This design comes from an exercise in tuning for small area, a short achievable clock period and few clock cycles per item on the open sky130 flow, not from production work.
Only simulation tests tie the RTL to the original design; equivalence was not proved.
No activity file was given, so power comes from the tool's default toggle rates.

[flow/flow/run.sh]
#!/bin/bash
set -euo pipefail
bash standard.sh SETUP_SLACK_MARGIN=8.0 finish > standard.log 2>&1
[flow/standard.sh]
#!/bin/bash
# synth_recipe.tcl (not shown) runs the flow's synth.tcl, then flattens the netlist and writes it again
# the make line also repeats each setting of config.mk as NAME=value (left out here)
make -C /OpenROAD-flow-scripts/flow DESIGN_CONFIG=/design/flow/config.mk WORK_HOME=/design/flow/orfs CLKGATE_MAP_FILE= SYNTH_SCRIPT=/design/flow/synth_recipe.tcl "${@:-finish}"
[flow/config.mk]
export PLATFORM = sky130hd
export DESIGN_NAME = lpc_synth
export DESIGN_NICKNAME = lpc_synth
export VERILOG_FILES = /design/flow/design.v
export SDC_FILE = /design/flow/constraint.sdc
export NUM_CORES = 8
export LEC_CHECK = 0
export ABC_AREA = 1
export CAP_MARGIN = 10
export CORE_MARGIN = 2
export CORE_UTILIZATION = 40
export PLACE_DENSITY = 0.6
export SLEW_MARGIN = 10
[flow/constraint.sdc]
create_clock -name core_clock -period 12.0 [get_ports {clk}]
set_input_delay 2.4000 -clock core_clock [delete_from_list [all_inputs] [get_ports {clk}]]
set_output_delay 2.4000 -clock core_clock [all_outputs]
set_load 0.01 [all_outputs]
[flow/design.v]
module lpc_synth (
    input  wire        clk,
    input  wire        rst,
    input  wire        in_valid,
    output wire        in_ready,
    input  wire [15:0] in_data,
    output wire        out_valid,
    input  wire        out_ready,
    output wire [15:0] out_data,
    output wire [7:0]  out_sexp
);
    localparam [2:0] M_COEF  = 3'd0,    
                     M_PRIME = 3'd1,    
                     M_RUN   = 3'd2,    
                     M_LOAD  = 3'd3,    
                     M_DELTA = 3'd4,    
                     M_ALIGN = 3'd5,    
                     M_DRAIN = 3'd6;    
    reg  [2:0]  mode;
    reg         ph;           
    reg         rpass;        
    reg         conc;         
    reg         resc;         
    reg         spec;         
    reg  [3:0]  wcnt;         
    reg  [6:0]  lw;           
    reg  [4:0]  nxn;          
    reg  [6:0]  t;            
    reg  [6:0]  t0;           
    reg  [7:0]  sc;           
    reg  [7:0]  rqfb;         
    reg  [7:0]  wa;           
    reg  [6:0]  nc;           
    reg  [2:0]  dstep;        
    reg         r_run_odd;    
    reg         r_take;       
    reg         r_take_conc;  
    reg         r_coef;       
    reg         r_load;       
    reg         r_cont;       
    reg         r_contgo;     
    reg         r_shin;       
    reg         r_inrdy;      
    reg         r_srcin;      
    reg  [15:0] din_r;        
    reg         sh_r;         
    reg         sh2_r;        
    reg  [7:0]  dhi_r;        
    reg         tk_r;         
    reg         cm_r;         
    reg  [15:0] ycm, zcm;     
    reg         hm_on, hm_first;
    reg  [15:0] coef [1:16];
    reg  [15:0] nx   [1:16];        
    localparam integer RQN = 194;
    reg  [7:0]  rq   [0:RQN-1];
    reg  [15:0] st   [0:15];        
    reg  [15:0] de_z1;
    reg  [4:0]  sexp;               
    reg  [4:0]  dlt;                
    reg  [14:0] hm;                 
    reg  [19:0] pk;                 
    reg  [20:0] yr;                 
    reg         vpk;
    reg  [4:0]  pbl;                
    reg         pkz;                
    reg  [3:0]  hbl;                
    reg  [6:0]  d0r;                
    reg  [6:0]  dlo, dhi;           
    reg         q0v, q1v, q2v;
    reg  [20:0] q0, q1, q2;         
    assign out_valid = q0v;
    assign out_data  = q0[15:0];
    assign out_sexp  = {{3{q0[20]}}, q0[20:16]};
    reg  [15:0] ybc;
    reg  [7:0]  bneg, bone, btwo;      
    reg  [7:0]  bnegn, bonen, btwon;   
    reg  [15:0] yprev;
    reg  [15:0] ureg;               
    reg         urnd;               
    reg  [14:0] tf_mask;            
    reg  [35:0] cw;                 
    reg  [23:0] cal, cbl;           
    reg  [15:0] srl, srh;           
    reg         v1, v2, v3, v4;
    reg  [31:0] pp_s, pp_c;         
    reg  [31:0] xr_s, xr_c;         
    reg  [15:0] zt;
    reg  [15:0] pcm_s;              
    reg         pcm_b;              
    function [15:0] sat16_24(input [23:0] v);
        if (!v[23] && (v[22:15] != 8'h00))      sat16_24 = 16'h7fff;
        else if (v[23] && (v[22:15] != 8'hff))  sat16_24 = 16'h8000;
        else                                    sat16_24 = v[15:0];
    endfunction
    function [15:0] shl16(input [15:0] x, input [4:0] d);
        reg [15:0] w;
        begin
            if (!d[4]) w = x << d[3:0];
            else       w = $signed(x) >>> (5'd0 - d);
            shl16 = w;
        end
    endfunction
    function [4:0] bitlen20(input [19:0] v);
        integer i;
        begin
            bitlen20 = 5'd0;
            for (i = 0; i < 20; i = i + 1)
                if (v[i]) bitlen20 = i + 1;
        end
    endfunction
    function [3:0] bitlen15(input [14:0] v);
        integer i;
        begin
            bitlen15 = 4'd0;
            for (i = 0; i < 15; i = i + 1)
                if (v[i]) bitlen15 = i + 1;
        end
    endfunction
    function [47:0] csa24(input [23:0] a, input [23:0] b, input [23:0] c);
        csa24 = {a ^ b ^ c, (a & b) | (a & c) | (b & c)};
    endfunction
    function [71:0] csa36(input [35:0] a, input [35:0] b, input [35:0] c);
        csa36 = {a ^ b ^ c, ((a & b) | (a & c) | (b & c)) << 1};
    endfunction
    function [63:0] csa32(input [31:0] a, input [31:0] b, input [31:0] c);
        csa32 = {a ^ b ^ c, ((a & b) | (a & c) | (b & c)) << 1};
    endfunction
    function [2:0] brec(input [15:0] y, input integer i);
        reg [2:0] d;
        begin
            d = {y, 1'b0} >> (2 * i);
            brec = {d[2], d[1] ^ d[0], (d == 3'b011) | (d == 3'b100)};
        end
    endfunction
    localparam integer SW = 78;
    localparam [SW-1:0] S_ID = {36'd2048, 21'h000000, 21'h100000};    
    wire [SW-1:0] o_st [0:7];       
    wire [SW-1:0] d_st [1:7];       
    wire [35:0]   ms0, mc0;         
    genvar gi;
    generate
        for (gi = 0; gi < 8; gi = gi + 1) begin : g_unit
            reg  [15:0] cf;
            wire        nsel0 = spec && (t >= 7'd79 - gi);    
            wire        nsel1 = spec && (t >= 7'd72 - gi);    
            always @(posedge clk)
                cf <= ph ? (nsel0 ? nx[gi+1] : coef[gi+1])
                         : (nsel1 ? nx[gi+9] : coef[gi+9]);
            wire [SW-1:0] sin;
            if (gi < 7) begin : g_in
                assign sin = d_st[gi+1];
            end else begin : g_in7
                assign sin = o_st[0];
            end
            wire [35:0] ms, mc;
            if (gi < 4) begin : g_mp
                lpc_bmul u_mul (.clk(clk), .c(cf), .neg(bnegn), .one(bone), .two(btwo),
                                .s(ms), .cy(mc));
            end else begin : g_mn
                lpc_bmul u_mul (.clk(clk), .c(cf), .neg(~bneg), .one(~bonen), .two(~btwon),
                                .s(ms), .cy(mc));
            end
            lpc_stage u_stg (.clk(clk), .idn((gi == 0) ? ph : 1'b0), .sin(sin), .ms(ms), .mc(mc),
                             .sout(o_st[gi]));
            if (gi > 0) begin : g_d
                reg [SW-1:0] dr;
                always @(posedge clk) dr <= o_st[gi];
                assign d_st[gi] = dr;
            end
            if (gi == 0) begin : g_m0
                assign ms0 = ms;
                assign mc0 = mc;
            end
        end
    endgenerate
    wire [35:0] e_b2  = o_st[1][77:42];
    wire [20:0] e_rlb = o_st[1][41:21];
    wire [20:0] e_rhb = o_st[1][20:0];
    wire [20:0] e_rl  = e_rlb - 21'h080000;         
    wire [20:0] e_rh  = e_rhb - 21'h080000;
    wire [23:0] bh2   = e_b2[35:12];
    wire [23:0] u24   = {{8{ureg[15]}}, ureg};
    wire [23:0] cw_hi = bh2 + u24 + {23'd0, urnd};
    wire [35:0] cw_n  = {cw_hi, e_b2[11:0]};
    wire [47:0] cl1   = csa24(bh2, u24, ~{3'd0, e_rlb});
    wire [47:0] cl2   = csa24(cl1[47:24], {cl1[22:0], urnd}, 24'h080001);
    wire [23:0] cal_n = cl2[47:24] + {cl2[22:0], 1'b0};
    wire [47:0] ch1   = csa24(bh2, u24, ~{3'd0, e_rhb});
    wire [47:0] ch2   = csa24(ch1[47:24], {ch1[22:0], urnd}, 24'h080000);
    wire [23:0] cbl_n = ch2[47:24] + {ch2[22:0], 1'b0};
    wire [71:0] fw   = csa36(cw, ms0, mc0);
    wire [71:0] fa   = csa36({cal, cw[11:0]}, ms0, mc0);
    wire [71:0] fb   = csa36({cbl, cw[11:0]}, ms0, mc0);
    wire [35:0] wsum = fw[71:36] + fw[35:0];
    wire [35:0] wla  = fa[71:36] + fa[35:0];
    wire [35:0] wlb  = fb[71:36] + fb[35:0];
    wire        f_lt = wla[35];                       
    wire        f_gt = !wlb[35];                      
    wire [23:0] q    = wsum[35:12];
    wire [20:0] o_rl = d_st[1][41:21] - 21'h080000;
    wire [20:0] o_rh = d_st[1][20:0] - 21'h080000;
    wire [20:0] yraw = f_lt ? o_rl : f_gt ? o_rh : q[20:0];
    wire        q_ovf = (q[23:15] != 9'h000) && (q[23:15] != 9'h1ff);
    wire [15:0] yfin = f_lt ? srl : f_gt ? srh : sat16_24(q);
    reg  [23:0] yrec;
    integer kr;
    always @(*) begin
        for (kr = 0; kr < 8; kr = kr + 1)
            yrec[3*kr +: 3] = f_lt ? brec(srl, kr) : f_gt ? brec(srh, kr) :
                              q_ovf ? brec(q[23] ? 16'h8000 : 16'h7fff, kr) : brec(q[15:0], kr);
    end
    wire [19:0] yr_abs = yr[20] ? (20'd0 - yr[19:0]) : yr[19:0];
    wire signed [6:0] sexp7  = $signed({{2{sexp[4]}}, sexp});
    wire signed [6:0] d_raw  = 7'sd14 - $signed({2'b00, pbl});
    wire signed [6:0] d0_n   = pkz ? $signed(dhi) :
                               (d_raw > $signed(dhi)) ? $signed(dhi) :
                               (d_raw < $signed(dlo)) ? $signed(dlo) : d_raw;
    wire signed [6:0] hr     = 7'sd15 - $signed({3'b000, hbl});
    wire [14:0] hpat_z   = de_z1[14:0] ^ {15{de_z1[15]}};
    wire [14:0] hpat_y   = ycm[14:0] ^ {15{ycm[15]}};
    wire [31:0] ys  = {{16{ybc[15]}}, ybc};
    wire [63:0] p1a = csa32(32'd8198, ~(ys << 12), ~(ys << 10));    
    wire [63:0] p1b = csa32(ys << 8, ~(ys << 6), ys << 4);
    wire [63:0] p2a = csa32(p1a[63:32], p1a[31:0], p1b[63:32]);
    wire [63:0] p2b = csa32(p1b[31:0], ~(ys << 2), ys);
    wire [63:0] p3  = csa32(p2a[63:32], p2a[31:0], p2b[63:32]);
    wire [63:0] p4  = csa32(p3[63:32], p3[31:0], p2b[31:0]);
    wire [31:0] zs  = {{16{zt[15]}}, zt};
    wire [63:0] x1a = csa32(ys << 14, pp_s, pp_c);
    wire [63:0] x1b = csa32(zs << 13, zs << 12, ~(zs << 10));
    wire [63:0] x1c = csa32(~(zs << 7), zs << 2, zs);
    wire [63:0] x2a = csa32(x1a[63:32], x1a[31:0], x1b[63:32]);
    wire [63:0] x2b = csa32(x1b[31:0], x1c[63:32], x1c[31:0]);
    wire [63:0] x3  = csa32(x2a[63:32], x2a[31:0], x2b[63:32]);
    wire [63:0] x4  = csa32(x3[63:32], x3[31:0], x2b[31:0]);
    wire [31:0] xr  = xr_s + xr_c;
    wire [15:0] z_n = sat16_24({{6{xr[31]}}, xr[31:14]});
    wire [15:0] zt_sh = $signed(zt) >>> sexp[3:0];
    wire [15:0] pcms_n = sexp[4] ? sat16_24({{8{zt[15]}}, zt} << (5'd0 - sexp)) : zt_sh;
    wire        pcmb_n = !sexp[4] && (sexp != 5'd0) && zt[sexp[3:0] - 4'd1];
    wire [15:0] dq_src;
    wire [15:0] tf_shl = dq_src << sexp[3:0];
    wire        tf_ovf = |((dq_src[14:0] ^ {15{dq_src[15]}}) & tf_mask);
    wire [15:0] tf_sr  = $signed(dq_src) >>> (5'd0 - sexp);
    wire [15:0] tf_q   = sexp[4] ? tf_sr
                       : tf_ovf  ? {dq_src[15], {15{~dq_src[15]}}} : tf_shl;
    wire        tf_r   = sexp[4] & dq_src[~sexp[3:0]];       
    wire run_odd   = r_run_odd;
    wire last_real = r_cont;                      
    wire q_empty   = !q0v && !q1v && !q2v;
    wire cont_go   = r_contgo;
    wire take_conc = r_take_conc || cont_go;
    assign in_ready = r_inrdy;
    wire take_coef = r_coef && in_valid;
    wire xfer      = q0v && out_ready;
    wire commit_ok = !q2v || out_ready;
    wire commit    = v4 && commit_ok;
    wire abort     = v4 && !commit_ok;
    assign dq_src        = r_srcin ? in_data : {rq[2], rq[1]};
    wire        shift_in = r_shin && in_valid;
    wire [15:0] st_new   = shl16(st[0], resc ? dlt : 5'd0);
    wire        swap     = ((mode == M_COEF) && (nxn == 5'd16) && !tk_r) || cont_go;
    wire        prime    = (mode == M_PRIME);
    wire [7:0]  sc1      = (sc == RQN - 1) ? 8'd0 : sc + 8'd1;
    wire [7:0]  sc2      = (sc >= RQN - 2) ? sc + 8'd2 - RQN : sc + 8'd2;
    wire        ring_pass = rpass || !conc;
    wire        prime_go = prime && ph && ((wcnt != 4'd0) || !ring_pass || (sc == ptgt));
    reg  [7:0]  ptgt;
    wire        prime_ld = prime_go;
    wire        take0    = (prime_go && (wcnt == 4'd15) && !ring_pass) || cont_go;
    wire [7:0]  wa_b     = take0 ? sc1 : wa;
    wire [7:0]  wa_n     = !shift_in ? wa_b : (wa_b >= RQN - 2) ? wa_b + 8'd2 - RQN : wa_b + 8'd2;
    wire        a0v = xfer ? q1v : q0v;
    wire        a1v = xfer ? q2v : q1v;
    wire        a2v = xfer ? 1'b0 : q2v;
    wire [20:0] a0  = xfer ? q1 : q0;
    wire [20:0] a1q = xfer ? q2 : q1;
    wire [15:0] pcm = pcm_s + {15'd0, pcm_b};
    wire [20:0] qin = {sexp, pcm};
    reg  [2:0]  mode_n;
    reg         rpass_n, conc_n, resc_n, spec_n;
    reg  [3:0]  wcnt_n;
    reg  [6:0]  lw_n, t_n, t0_n, nc_n;
    reg  [4:0]  nxn_n;
    reg  [2:0]  dstep_n;
    always @(*) begin
        mode_n  = mode;
        rpass_n = rpass;
        conc_n  = conc;
        resc_n  = resc;
        spec_n  = spec;
        wcnt_n  = wcnt;
        lw_n    = lw;
        t_n     = t;
        t0_n    = t0;
        nc_n    = nc;
        nxn_n   = nxn;
        dstep_n = dstep;
        if (take_coef)
            nxn_n = nxn + 5'd1;
        if (shift_in)
            lw_n = lw + 7'd1;
        if (commit)
            nc_n = nc + 7'd1;
        if (abort) begin
            mode_n = M_ALIGN;
            spec_n = 1'b0;
        end else begin
            case (mode)
            M_COEF: begin
                if ((nxn == 5'd16) && !tk_r) begin
                    nxn_n   = 5'd0;
                    mode_n  = M_PRIME;
                    wcnt_n  = 4'd0;
                    rpass_n = 1'b0;
                    conc_n  = 1'b1;
                    resc_n  = 1'b0;
                    lw_n    = 7'd0;
                    t0_n    = 7'd0;
                end
            end
            M_PRIME: begin
                if (prime_go) begin
                    wcnt_n = wcnt + 4'd1;
                    if (wcnt == 4'd15) begin
                        t_n    = t0;
                        resc_n = 1'b0;
                        if (r_take_conc && !in_valid) begin
                            mode_n = M_LOAD;
                            conc_n = 1'b0;
                        end else begin
                            mode_n = M_RUN;
                        end
                    end
                end
            end
            M_RUN: begin
                if (ph)
                    t_n = t + 7'd1;
                if (rpass && ph && (t == 7'd64))
                    spec_n = (nxn == 5'd16) && !tk_r;
                if (r_take_conc && !in_valid) begin
                    mode_n = M_LOAD;
                    conc_n = 1'b0;
                end
                if (!rpass && ph && (t == 7'd79))
                    mode_n = M_DELTA;
                if (rpass && ph && (t == 7'd79)) begin
                    spec_n = 1'b0;
                    if (cont_go) begin
                        nxn_n   = 5'd0;
                        rpass_n = 1'b0;
                        conc_n  = 1'b1;
                        lw_n    = {6'd0, in_valid};
                        t_n     = 7'd0;
                        if (!in_valid) begin
                            mode_n = M_LOAD;
                            conc_n = 1'b0;
                        end
                    end else begin
                        mode_n = M_DRAIN;
                    end
                end
            end
            M_DRAIN: begin
                if (nc == 7'd80)
                    mode_n = M_COEF;
            end
            M_LOAD: begin
                if (shift_in && (lw == 7'd79)) begin
                    mode_n = M_PRIME;
                    wcnt_n = 4'd0;
                    t0_n   = 7'd0;
                end
            end
            M_DELTA: begin
                dstep_n = dstep + 3'd1;
                t0_n    = 7'd0;
                if (dstep == 3'd2) begin
                    dstep_n = 3'd0;
                    mode_n  = M_PRIME;
                    wcnt_n  = 4'd0;
                    rpass_n = 1'b1;
                    resc_n  = 1'b1;
                    t0_n    = 7'd0;
                    nc_n    = 7'd0;
                end
            end
            M_ALIGN: begin
                t0_n = nc;
                if (t0 == nc) begin
                    mode_n = M_PRIME;
                    wcnt_n = 4'd0;
                end
            end
            default: mode_n = M_COEF;
            endcase
        end
    end
    wire [7:0]  rqfb_n   = take0 ? sc1 : rqfb;
    wire [9:0]  tg0      = {2'b00, rqfb} + {2'b00, t0, 1'b0} + (RQN - 31);
    wire [9:0]  tg1      = (tg0 >= RQN) ? tg0 - RQN : tg0;
    wire [9:0]  tg2      = (tg1 >= RQN) ? tg1 - RQN : tg1;
    wire ph_n       = ~ph;
    wire n_run_odd  = !ph && (mode == M_RUN) && (t < 7'd80);
    wire n_take     = (n_run_odd && (t != 7'd79)) ||
                      (!ph && (mode == M_PRIME) && (wcnt == 4'd15));
    wire n_conc     = !rpass && conc;
    wire n_cont     = n_run_odd && rpass && (t == 7'd79) && spec;
    wire n_coef     = (lw_n == 7'd80) && (nxn_n != 5'd16);
    wire n_load     = (mode_n == M_LOAD) && (shift_in ? (sc == wa_b) : (sc2 == wa_b));
    wire n_contgo   = n_cont && !a0v && !commit;
    wire n_shin     = n_load || (n_take && n_conc) || n_contgo;
    integer k;
    always @(posedge clk) begin
        din_r <= in_data;
        dhi_r <= din_r[15:8];
        for (k = 0; k < RQN - 1; k = k + 1)
            rq[k] <= rq[k+1];
        rq[RQN-1] <= sh_r ? din_r[7:0] : sh2_r ? dhi_r : rq[0];
        if (tk_r) begin
            for (k = 1; k < 16; k = k + 1)
                nx[k] <= nx[k+1];
            nx[16] <= din_r;
        end
        if (swap) begin
            for (k = 1; k <= 16; k = k + 1)
                coef[k] <= nx[k];
        end
        ureg <= tf_q;
        urnd <= tf_r;
        for (k = 0; k < 15; k = k + 1)
            tf_mask[k] <= !sexp[4] && (k >= 15 - sexp[3:0]);
        cw  <= cw_n;
        cal <= cal_n;
        cbl <= cbl_n;
        srl <= sat16_24({{3{e_rl[20]}}, e_rl});
        srh <= sat16_24({{3{e_rh[20]}}, e_rh});
        if (ph)
            yprev <= ybc;
        if (prime_ld || run_odd) begin
            ybc <= prime_ld ? st_new : yfin;
            for (k = 0; k < 8; k = k + 1) begin
                {bneg[k], bone[k], btwo[k]}    <= prime_ld ? brec(st_new, k) : yrec[3*k +: 3];
                {bnegn[k], bonen[k], btwon[k]} <= ~(prime_ld ? brec(st_new, k) : yrec[3*k +: 3]);
            end
        end
        if (run_odd && !rpass)
            yr <= yraw;
        pp_s <= p4[63:32];
        pp_c <= p4[31:0];
        xr_s <= x4[63:32];
        xr_c <= x4[31:0];
        if (prime)
            zt <= de_z1;
        else if (v2)
            zt <= z_n;
        pcm_s <= pcms_n;
        pcm_b <= pcmb_n;
        q0 <= (!a0v) ? qin : a0;
        q1 <= (!a1v) ? qin : a1q;
        q2 <= (!a2v) ? qin : q2;
        pbl <= bitlen20(pk | yr_abs);
        pkz <= ((pk | yr_abs) == 20'd0);
        hbl <= bitlen15(hm | hpat_z);
        dlo <= -7'sd4 - sexp7;
        dhi <= 7'sd10 - sexp7;
        d0r <= d0_n;
        if ((mode == M_DELTA) && (dstep == 3'd2))
            dlt <= ($signed(d0r) > hr) ? hr[4:0] : d0r[4:0];    
    end
    always @(posedge clk) begin
        if (rst) begin
            mode  <= M_COEF;
            ph    <= 1'b0;
            rpass <= 1'b0;
            conc  <= 1'b0;
            resc  <= 1'b0;
            spec  <= 1'b0;
            wcnt  <= 4'd0;
            lw    <= 7'd80;
            nxn   <= 5'd0;
            t     <= 7'd0;
            t0    <= 7'd0;
            nc    <= 7'd0;
            sc    <= 8'd0;
            dstep <= 3'd0;
            v1    <= 1'b0;
            v2    <= 1'b0;
            v3    <= 1'b0;
            v4    <= 1'b0;
            vpk   <= 1'b0;
            q0v   <= 1'b0;
            q1v   <= 1'b0;
            q2v   <= 1'b0;
            de_z1 <= 16'd0;
            sexp  <= 5'd0;
            hm    <= 15'd0;
            r_run_odd   <= 1'b0;
            r_take      <= 1'b0;
            r_take_conc <= 1'b0;
            r_coef      <= 1'b0;
            r_load      <= 1'b0;
            r_cont      <= 1'b0;
            r_contgo    <= 1'b0;
            r_shin      <= 1'b0;
            r_inrdy     <= 1'b0;
            r_srcin     <= 1'b0;
            sh_r        <= 1'b0;
            sh2_r       <= 1'b0;
            tk_r        <= 1'b0;
            cm_r        <= 1'b0;
            for (k = 0; k < 16; k = k + 1)
                st[k] <= 16'd0;
        end else begin
            ph    <= ph_n;
            mode  <= mode_n;
            rpass <= rpass_n;
            conc  <= conc_n;
            resc  <= resc_n;
            spec  <= spec_n;
            wcnt  <= wcnt_n;
            lw    <= lw_n;
            nxn   <= nxn_n;
            t     <= t_n;
            t0    <= t0_n;
            nc    <= nc_n;
            sc    <= (sc == RQN - 1) ? 8'd0 : sc + 8'd1;
            wa    <= wa_n;
            rqfb  <= rqfb_n;
            ptgt  <= tg2[7:0];
            dstep <= dstep_n;
            r_run_odd   <= n_run_odd;
            r_take      <= n_take;
            r_take_conc <= n_take && n_conc;
            r_coef      <= n_coef;
            r_load      <= n_load;
            r_cont      <= n_cont;
            r_contgo    <= n_contgo;
            r_shin      <= n_shin;
            r_inrdy     <= n_coef || n_shin;
            r_srcin     <= (n_take && n_conc) || n_cont;
            q0v <= a0v || commit;
            q1v <= a1v || (commit && a0v);
            q2v <= a2v || (commit && a1v);
            v1 <= run_odd && rpass && !abort;
            v2 <= v1 && !abort;
            v3 <= v2 && !abort;
            v4 <= v3 && !abort;
            if (abort) begin
                v1 <= 1'b0;
                v2 <= 1'b0;
                v3 <= 1'b0;
                v4 <= 1'b0;
            end
            sh_r  <= shift_in;
            sh2_r <= sh_r;
            tk_r <= take_coef;
            cm_r <= commit;
            if (commit) begin
                ycm      <= yprev;
                zcm      <= zt;
                hm_on    <= nc[6];
                hm_first <= (nc == 7'd64);
            end
            if (cm_r) begin
                de_z1 <= zcm;
                for (k = 0; k < 15; k = k + 1)
                    st[k] <= st[k+1];
                st[15] <= ycm;
                if (hm_on)
                    hm <= (hm_first ? 15'd0 : hm) | hpat_y;
            end
            vpk <= run_odd && !rpass;
            if (vpk)
                pk <= pk | yr_abs;
            if (((mode == M_COEF) && (nxn == 5'd16) && !tk_r) || cont_go ||
                ((mode == M_LOAD) && in_valid && (lw == 7'd79)))
                pk <= 20'd0;
            if (prime_ld) begin
                for (k = 0; k < 15; k = k + 1)
                    st[k] <= st[k+1];
                st[15] <= st_new;
            end
            if (prime_ld && resc && (wcnt == 4'd0)) begin
                sexp  <= sexp + dlt;
                de_z1 <= shl16(de_z1, dlt);
            end
        end
    end
endmodule
module lpc_bmul (
    input  wire        clk,
    input  wire [15:0] c,
    input  wire [7:0]  neg,
    input  wire [7:0]  one,
    input  wire [7:0]  two,
    output reg  [35:0] s,
    output reg  [35:0] cy
);
    localparam [35:0] K = 36'hFAAAB0000;
    reg [35:0] r [0:8];
    reg [16:0] m;
    integer i;
    always @(*) begin
        r[8] = K;
        for (i = 0; i < 8; i = i + 1) begin
            m = ({17{one[i]}} & {c[15], c}) | ({17{two[i]}} & {c, 1'b0});
            m = m ^ {17{neg[i]}};
            r[i] = {19'd0, ~m[16], m[15:0]} << (2 * i);
            r[8][2*i] = neg[i];
        end
    end
    function [71:0] csa(input [35:0] a, input [35:0] b, input [35:0] d);
        csa = {a ^ b ^ d, ((a & b) | (a & d) | (b & d)) << 1};
    endfunction
    wire [71:0] l1a = csa(r[0], r[1], r[2]);
    wire [71:0] l1b = csa(r[3], r[4], r[5]);
    wire [71:0] l1c = csa(r[6], r[7], r[8]);
    wire [71:0] l2a = csa(l1a[71:36], l1a[35:0], l1b[71:36]);
    wire [71:0] l2b = csa(l1b[35:0], l1c[71:36], l1c[35:0]);
    wire [71:0] l3  = csa(l2a[71:36], l2a[35:0], l2b[71:36]);
    wire [71:0] l4  = csa(l3[71:36], l3[35:0], l2b[35:0]);
    always @(posedge clk) begin
        s  <= l4[71:36];
        cy <= l4[35:0];
    end
endmodule
module lpc_stage (
    input  wire        clk,
    input  wire        idn,         
    input  wire [77:0] sin,
    input  wire [35:0] ms,
    input  wire [35:0] mc,
    output reg  [77:0] sout
);
    wire [35:0] b   = sin[77:42];
    wire [20:0] rlb = sin[41:21];
    wire [20:0] rhb = sin[20:0];
    wire [35:0] cs_s = b ^ ms ^ mc;
    wire [35:0] cs_c = {(b[34:0] & ms[34:0]) | (b[34:0] & mc[34:0]) | (ms[34:0] & mc[34:0]), 1'b0};
    wire [35:0] bn   = cs_s + cs_c;
    wire        zl  = (b[11:0] == 12'd0);
    wire [24:0] bh  = {b[35], b[35:12]};
    wire [24:0] rl25 = {4'd0, rlb};
    wire [24:0] rh25 = {4'd0, rhb};
    wire        l_lo = $signed(bh) < $signed(rl25);
    wire        l_hi = $signed(bh) > $signed(rh25);
    wire [24:0] dh_lo = bh + 25'h100000 + ~rl25 + {24'd0, ~zl};    
    wire [24:0] dh_hi = bh + 25'h0fffff + ~rh25 + {24'd0, ~zl};    
    wire        h_lo = dh_lo[24];
    wire        h_hi = !dh_hi[24];
    wire [20:0] xh  = b[32:12] + 21'h100000 - {20'd0, zl};
    wire [20:0] rln = l_lo ? rlb : l_hi ? rhb : b[32:12];
    wire [20:0] rhn = h_lo ? rlb : h_hi ? rhb : xh;
    always @(posedge clk)
        sout <= idn ? {36'd2048, 21'h000000, 21'h100000} : {bn, rln, rhn};
endmodule
==> run notes <==
-- area by class of cell --
cell class / count / area, um2
Antenna cell: 30 / 75.1
Clock buffer: 689 / 14700
Clock inverter: 278 / 4090
Fill cell: 57200 / 330000
Inverter: 3518 / 13400
Multi-Input combinational cell: 15900 / 121000
Sequential cell: 4803 / 104000
Tap cell: 8036 / 10100
Timing Repair Buffer: 378 / 3660
Timing Repair inverter: 4 / 28.8
-- registers in the layout, indices dropped and copies added (netlist names), 20 cells and up --
name                  flops
g_unit.u_stg.sout       624
q0                       21
cbl                      24
yr                       21
pk                       20
q2                       21
g_unit.g_mn.u_mul.cy    116
nx                      256
q1                       21
xr_s                     30
g_unit.g_mp.u_mul.cy    116
cal                      24
pp_c                     29
cw                       36
g_unit.g_mp.u_mul.s     128
rq                     1552
g_unit.g_mn.u_mul.s     128
pp_s                     30
g_unit.cf               128
xr_c                     30
coef                    256
g_unit.g_d.dr           534
st                      256
-- synthesized netlist by cell type, drive strengths merged, types with 17 or more instances --
cell    number
nand3      673
o21ai     1740
a21o        30
clkbuf     761
nor2      1584
a21boi      40
ha        2215
o21a        57
inv       3486
nor4        55
o32ai       17
nor3b       17
o31ai       23
a31oi      108
nand4      155
a211oi      34
o221ai      38
dfxtp     4028
xnor2      231
nor3       171
nand2     3108
or2         60
xor2      1424
o311ai      21
a221oi      31
a21oi     1292
clkinv      32
nand3b      17
o22ai     1090
edfxtp     775
o21bai      80
a22oi       25
fa        1293
buf        166
o211ai     188
-- cell usage in the layout (no fill, tap or decap), types with 152 or more instances in the layout --
cell	n
nand4_1	152
ha_1	2189
nor2_1	1541
a21oi_1	1266
inv_1	3411
clkbuf_16	537
nand3_1	659
xnor2_1	228
buf_4	224
edfxtp_1	775
nand2_1	3054
dfxtp_1	3929
o211ai_1	187
o21ai_0	1670
o22ai_1	1089
fa_1	1289
xor2_1	1408
nor3_1	162
-- cell families (layout without fill, tap and decap cells) --
family          count (synthesis)  in the layout
buf+inv                      4445           4867
other cells                     0             30
xor+xnor                     1655           1655
fa+ha+maj                    3509           3509
flops                        4803           4803
simple gates                 5867           5867
mux                            17             17
compound gates               4861           4861
-- report_power, final --
group / internal (mW) / switching, mW / leakage [nW]
combinational: 15.5 / 29.9 / 71.1
sequential: 19.9 / 3.64 / 40.3
clock: 10.2 / 7.08 / 9.10
-- routing by layer --
layer | GRT usage [%] | part of all wire (%)
met5 | 0 | 0.021
met4 | 11.3 | 5.3
met3 | 5.17 | 8.4
met2 | 38.9 | 43
met1 | 34.9 | 43
-- final timing paths --
| check | endpoint | depth (start not counted) |
|---|---|---|
| max | out_sexp[6] | 1 |
| min | rq[54][0] | 0 |
| max reg2reg | g_unit[0].u_stg.sout[72] | 13 |
| min reg2reg | rq[54][0] | 0 |
-- repair_timing --
item	CTS	global route
setup buffers	20	85
cloned	7	3
pin swaps	11	23
resized for setup	339	332
setup endpoints to repair	909	531
-- per-stage QoR --
| step | hold slack (ps) | std cells |
|---|---|---|
| after floorplan | 310 | 25200 |
| after global placement | 310 | 32500 |
| after detailed placement | 312 | 32500 |
| after CTS | 296 | 33500 |
| after global routing | 298 | 33600 |
| final | 298 | 33600 |
==> summary.txt <==
Status
  – Status: complete, no violations

Worst setup path
  – Setup crit start: q0[20]
  – Crit-path cells: buf_2
  – Max stage delay on crit path: roughly 430 ps
  – CP required: roughly 9600 ps
  – RR Startpoint: g_unit[1].g_d.dr[56]
  – Slowest CP cell: edfxtp_1
  – Worst-path fanout max: 4
  – WP data arrival: between 1500 and 2000 ps
  – CP top delay family: flip-flops
  – Worst setup path category: reg -> out
  – CP bufs+invs: 1
  – Critical path endpoint category: output pin
  – Crit start category: register
  – R2R setup slack: between 7000 and 8000 ps

Logic synthesis
  – Main synth FF type: dfxtp_1
  – Synth Area per Inst: approximately 9.6 um2
  – Syn_nets: 28700
  – Yosys warnings: 12
  – Mapped Cells: 25200
  – Number of synthesized flops with an enable pin: 775
  – Simple-Gate Fraction of Synth Area: roughly 10%
  – Unique cell type count in the Yosys netlist: 84
  – Ranking of synthesized cells by area: dfxtp_1 33%, ha_1 11%, fa_1 11%
  – Mux cell area share after synthesis: 0.0737%
  – Post-synthesis adder-cell area fraction: between 20% and 30%
  – Synth area leader: dfxtp_1
  – FFs w/ async S/R, synth: 0%
  – Post-Syn Area: 0.241 mm2
  – Flop and latch count out of synthesis: ~4800
  – Post-synthesis compound-gate area fraction: ~12%
  – Main combinational cell family by area after synthesis: adder cells
  – Share of the synthesized area in the top cell type: roughly 33%
  – Synth Area in XOR/XNOR: 6.03%
  – Seq/Total Area, Yosys: about 43%

Timing
  – Setup ws final: 7930 ps
  – Worst-Margin Slew: 1280 ps
  – Hold Fails Final Rpt: 0
  – Min Tclk post-route: 4070 ps
  – Final TNS setup: 0 ps
  – Period utilization: roughly 34%
  – Highest clock rate: between 200 and 250 MHz
  – Final number of setup-violating endpoints: 0
  – Slew margin rel.: between 10% and 20%
  – Final Max Tran Viols: 0
  – Worst Skew: 70.7 ps
  – RSZ-0062 raised after global routing: true

Floorplan
  – I/O pins: 46
  – Die Width: between 700 and 800 um
  – CORE AREA: 0.601 mm2
  – Die span in y: roughly 780 um
  – Standard-cell row count: approximately 290
  – Die ar.: slightly above 0.6 mm2
  – Initial Utilization: ~40%

Route
  – DRT Pass-1 Iters: 7
  – Initial DRC count: ~16000
  – Final wirelength: 799 mm
  – Via count: approximately 180k
  – DR vias/cell: 5.28
  – DRT antenna net count: 0
  – Residual DRC: 0
  – WL/cell: 23.8 um

Cells and area
  – Fin util: a little under half
  – Area grow syn2layout: 12.6%
  – Layout cells sized above 1: a little under 7%
  – Finished Cell Area: between 0.2 and 0.3 mm2
  – NumNets Final: 28700

Clocking
  – # H-tree levels: 6
  – Hold Buf Count CTS: 0
  – CTS max path bufs: 4
  – Clk root buf: clkbuf_16
  – TritonCTS clock tree: built
  – Clock-pin slew on the worst setup and hold paths: 60 ps
  – Clock latency on the worst-skew pair: around 1100 ps
  – CTS Buf Count: 530
  – # clock sinks: a little under 5000

Pwr
  – Total power after layout: 86.2 mW
  – PwrDens: between 300 and 400 mW/mm2
  – VDD IR max: approximately 0.00026 V
  – Leak Pwr: roughly 120 nW

Place
  – Placed cell area: 0.250 mm2
  – Post-DP HPWL: 610 mm
  – Port Buffers: 45
  – Worst slack, placed: 6410 ps
  – Gpl congestion: roughly 0.98

Global route
  – Vias in the first global route: 174000
  – GRT Util Overall: around 25%
  – Largest net degree at the start of global routing: 170
  – GRT Residual Overflow: 0
  – Initial antenna violation count: about 60
  – First-pass GRT wire length: about 1200 mm

Flow run
  – Max_cap viols: 0

Worst hold path
  – HP Start: rq[55][0]
  – Hold WC Path Type: reg -> reg
Testbench counts, summed over its fixed seeds: cycles 21,564, frames 60.

## separate check: timing with driven ports
The results above use ideal ports. As a check the final layout listed here was re-extracted and re-timed, cells and wires unchanged.
Step 1 assumes that a clkbuf_16 drives the clock port and a buf_2 every other input.
Step 2 adds t to the input delays and takes it off the output delays; t is the mean of the earliest and latest rising clock arrival at the registers after step 1. Input paths then give back, and output paths get back, about the clock's delay inside the block.
a / b / c = ideal ports / drivers / drivers and shift; a / b = the first two.
shift t [ns]: 1.182
setup slack, ns: 7.933 / 7.802 / 7.079
latest minus earliest clock arrival (ns): 0.096 / 0.096
After both steps this run still meets setup and hold. The setup slack of this run moves by -0.131 ns with the drivers and by -0.854 ns with both steps.
